From an optimization exercise on the open Yosys and OpenROAD flow, aimed at a short achievable clock period; shortcuts taken in it are not production practice.

// frame_codec_queue
module frame_codec_queue #(
    parameter [7:0] START = 8'hA5,
    parameter [7:0] STOP  = 8'h5A
) (
    input  wire        clk,
    input  wire        rst,
    input  wire        enq_valid,
    input  wire [7:0]  enq_data,
    input  wire        deq_req,
    output wire        deq_valid,
    output wire [39:0] deq_frame,
    output wire [1:0]  deq_status,
    output wire [7:0]  deq_option,
    output wire [7:0]  deq_value,
    output wire        empty,
    output reg         full,
    input  wire [7:0]  enc_option,
    input  wire [7:0]  enc_value,
    output wire [39:0] enc_frame,
    input  wire [39:0] dec_frame,
    output wire [1:0]  dec_status,
    output wire [7:0]  dec_option,
    output wire [7:0]  dec_value
);
    localparam [1:0] ST_NONE_AVAILABLE = 2'd3;
    reg [39:0] slot [0:3];    
    reg [3:0]  wfi;           
    reg [4:0]  wbi;           
    reg [3:0]  rfi;           
    reg [39:0] head;          
    reg [39:0] nxt;           
    reg [1:0]  head_status;   
    reg        empty_r;       
    assign empty      = empty_r;
    assign deq_valid  = ~empty_r;
    assign deq_frame  = head;
    assign deq_status = head_status;
    assign deq_option = head[31:24];
    assign deq_value  = head[23:16];
    wire [3:0] rfi_inc  = {rfi[2:0], rfi[3]};
    wire [3:0] rfi_inc2 = {rfi[1:0], rfi[3:2]};
    wire [3:0] wfi_inc  = {wfi[2:0], wfi[3]};
    wire       hit_cur  = |(wfi & rfi);        
    wire       hit_nxt  = |(wfi & rfi_inc);    
    wire       hit_nxt2 = |(wfi & rfi_inc2);   
    wire       hit_prv  = |(wfi_inc & rfi);    
    wire do_deq = deq_req & ~empty_r;
    wire do_enq = enq_valid & ~rst;
    wire wrap   = do_enq & wbi[4];
    wire [3:0] rfi_n  = rst ? 4'b0001 : (do_deq ? rfi_inc : rfi);
    wire [3:0] wfi_n  = rst ? 4'b0001 : (wrap ? wfi_inc : wfi);
    wire [4:0] wbi_n  = rst ? 5'b00001 : (do_enq ? {wbi[3:0], wbi[4]} : wbi);
    wire       full_d = full & ~(do_deq & hit_cur);
    wire       meet   = do_deq ? hit_cur : hit_prv;          
    wire       full_n = ~rst & (full_d | (wrap & meet));
  ...
Size: about 1900 cells after synthesis, ~260 flip-flops, ~16000 um^2 of cells after synthesis.
==> flow/config.mk <==
export PLATFORM = sky130hd
export DESIGN_NAME = frame_codec_queue
export DESIGN_NICKNAME = frame_codec_queue
export VERILOG_FILES = /design/flow/design.v
export SDC_FILE = /design/flow/constraint.sdc
export NUM_CORES = 4
export LEC_CHECK = 0
export CAP_MARGIN = 20
export CORE_MARGIN = 2
export CORE_UTILIZATION = 40
export SETUP_SLACK_MARGIN = 2.5
export SLEW_MARGIN = 20
export TNS_END_PERCENT = 100
==> flow/constraint.sdc <==
create_clock -name core_clock -period 5.0 [get_ports {clk}]
set_input_delay 1.0000 -clock core_clock [delete_from_list [all_inputs] [get_ports {clk}]]
set_output_delay 1.0000 -clock core_clock [all_outputs]
set_load 0.01 [all_outputs]
standard.sh (not shown) runs the stock make flow with config.mk's settings and CLKGATE_MAP_FILE= SYNTH_SCRIPT=/design/flow/synth_recipe.tcl, a recipe that flattens the netlist after the stock synthesis.
==> flow/flow/run.sh <==
#!/bin/bash
# ORFS layout through the standard.sh, with two changes to synthesis:
# - Yosys's full/half-adder extraction is off (ADDER_MAP_FILE empty);
# - ABC maps with flow/speed.abc, a delay-driven script, in place of ORFS's
#   abc_speed.script, and maps the purely combinational encoder and decoder
#   cones (enc_frame, dec_status) in runs of their own first, so that each is
#   mapped for its own delay rather than relaxed to the design's longest path,
#   without the slow cells listed in flow/slow_cells.txt (non-inverting
#   compound gates, wide stacks).
# The port buffers are buf_8 cells.  Registers, and everything else, are
# the standard flow's.
set -euo pipefail
W=$PWD
{
  echo 'proc abc {args} {'
  echo '  set i [lsearch -exact $args -script]'
  echo '  if {$i >= 0} { lset args [expr {$i + 1}] $::env(SPEED_ABC_SCRIPT) }'
  echo '  set fast $args'
  echo '  foreach c [split [string trim [read [open $::env(SLOW_CELLS)]]]] { lappend fast -dont_use sky130_fd_sc_hd__$c }'
  echo '  foreach out {enc_frame dec_status} {'
  echo '    yosys select -set cone w:$out %ci*'
  echo '    yosys abc {*}$fast @cone'
  echo '  }'
  echo '  yosys select -clear'
  echo '  yosys abc {*}$args'
  echo '}'
  cat synth_recipe.tcl
} > my_synth.tcl
export SPEED_ABC_SCRIPT=$W/flow/speed.abc
export SLOW_CELLS=$W/flow/slow_cells.txt
bash standard.sh SYNTH_SCRIPT=$W/my_synth.tcl ADDER_MAP_FILE= "BUFFER_PORTS_ARGS=-buffer_cell sky130_fd_sc_hd__buf_8" finish > standard.log 2>&1
==> flow/flow/speed.abc <==
strash
balance
rewrite
refactor
balance
&get -n
&st
&sopb
&dsdb
&put
dch -f
map
buffer -c
upsize
dnsize
Other scripts of this flow, unchanged in this note and not shown: flow/flow/slow_cells.txt
Next try:
==> flow/flow/speed.abc (replaced) <==
strash
balance
rewrite
refactor
balance
dch -f
map -D 200
buffer -c
upsize -D 200
dnsize -D 200
The changed run went through all stages and came out clean.
Routed wire length went down by a few percent.
Clock-buffer cell count climbs by 4.
Fmax falls slightly.
Global-route usage decreases by 1.1 points.
Area after synthesis shrinks by a few percent.
Final area came out lower by a few percent.
Sequential share of layout area climbs by 0.74 points.
Function was not checked in any run of this note: the RTL went through the layout flow alone.

[port drivers added, routing unchanged]
No port has a modelled driver above. Below, the same layouts with a new extraction and two added sets of constraints. Step 1 (the two cells are an assumption about what drives the block):
set clk [get_ports {clk}]
set_driving_cell -lib_cell sky130_fd_sc_hd__clkbuf_16 $clk
set_driving_cell -lib_cell sky130_fd_sc_hd__buf_2 [delete_from_list [all_inputs] $clk]
Step 2 times the ports against the registers' clock, not the clock port: input delays grow and output delays shrink by t, the midpoint of the rising clock arrivals with the driver on. Three values: ideal ports, drivers, drivers and shift; two values: the first two.
| run | t (ns) | slack for setup (ns) | hold slack, ns | latest minus earliest clock arrival (ns) | pins driven straight from the clock port |
|---|---|---|---|---|---|
| the first run | 0.569 | 2.035 / 1.985 / 1.975 | 0.499 / 0.499 / 0.499 | 0.008 / 0.008 | 1 |
| the second run | 0.598 | 2.016 / 1.947 / 1.850 | 0.575 / 0.575 / 0.575 | 0.016 / 0.016 | 1 |
After both steps every run listed still meets setup and hold. The setup slack of the second run, which loses most, moves by -0.069 ns with the drivers and by -0.166 ns with both steps.
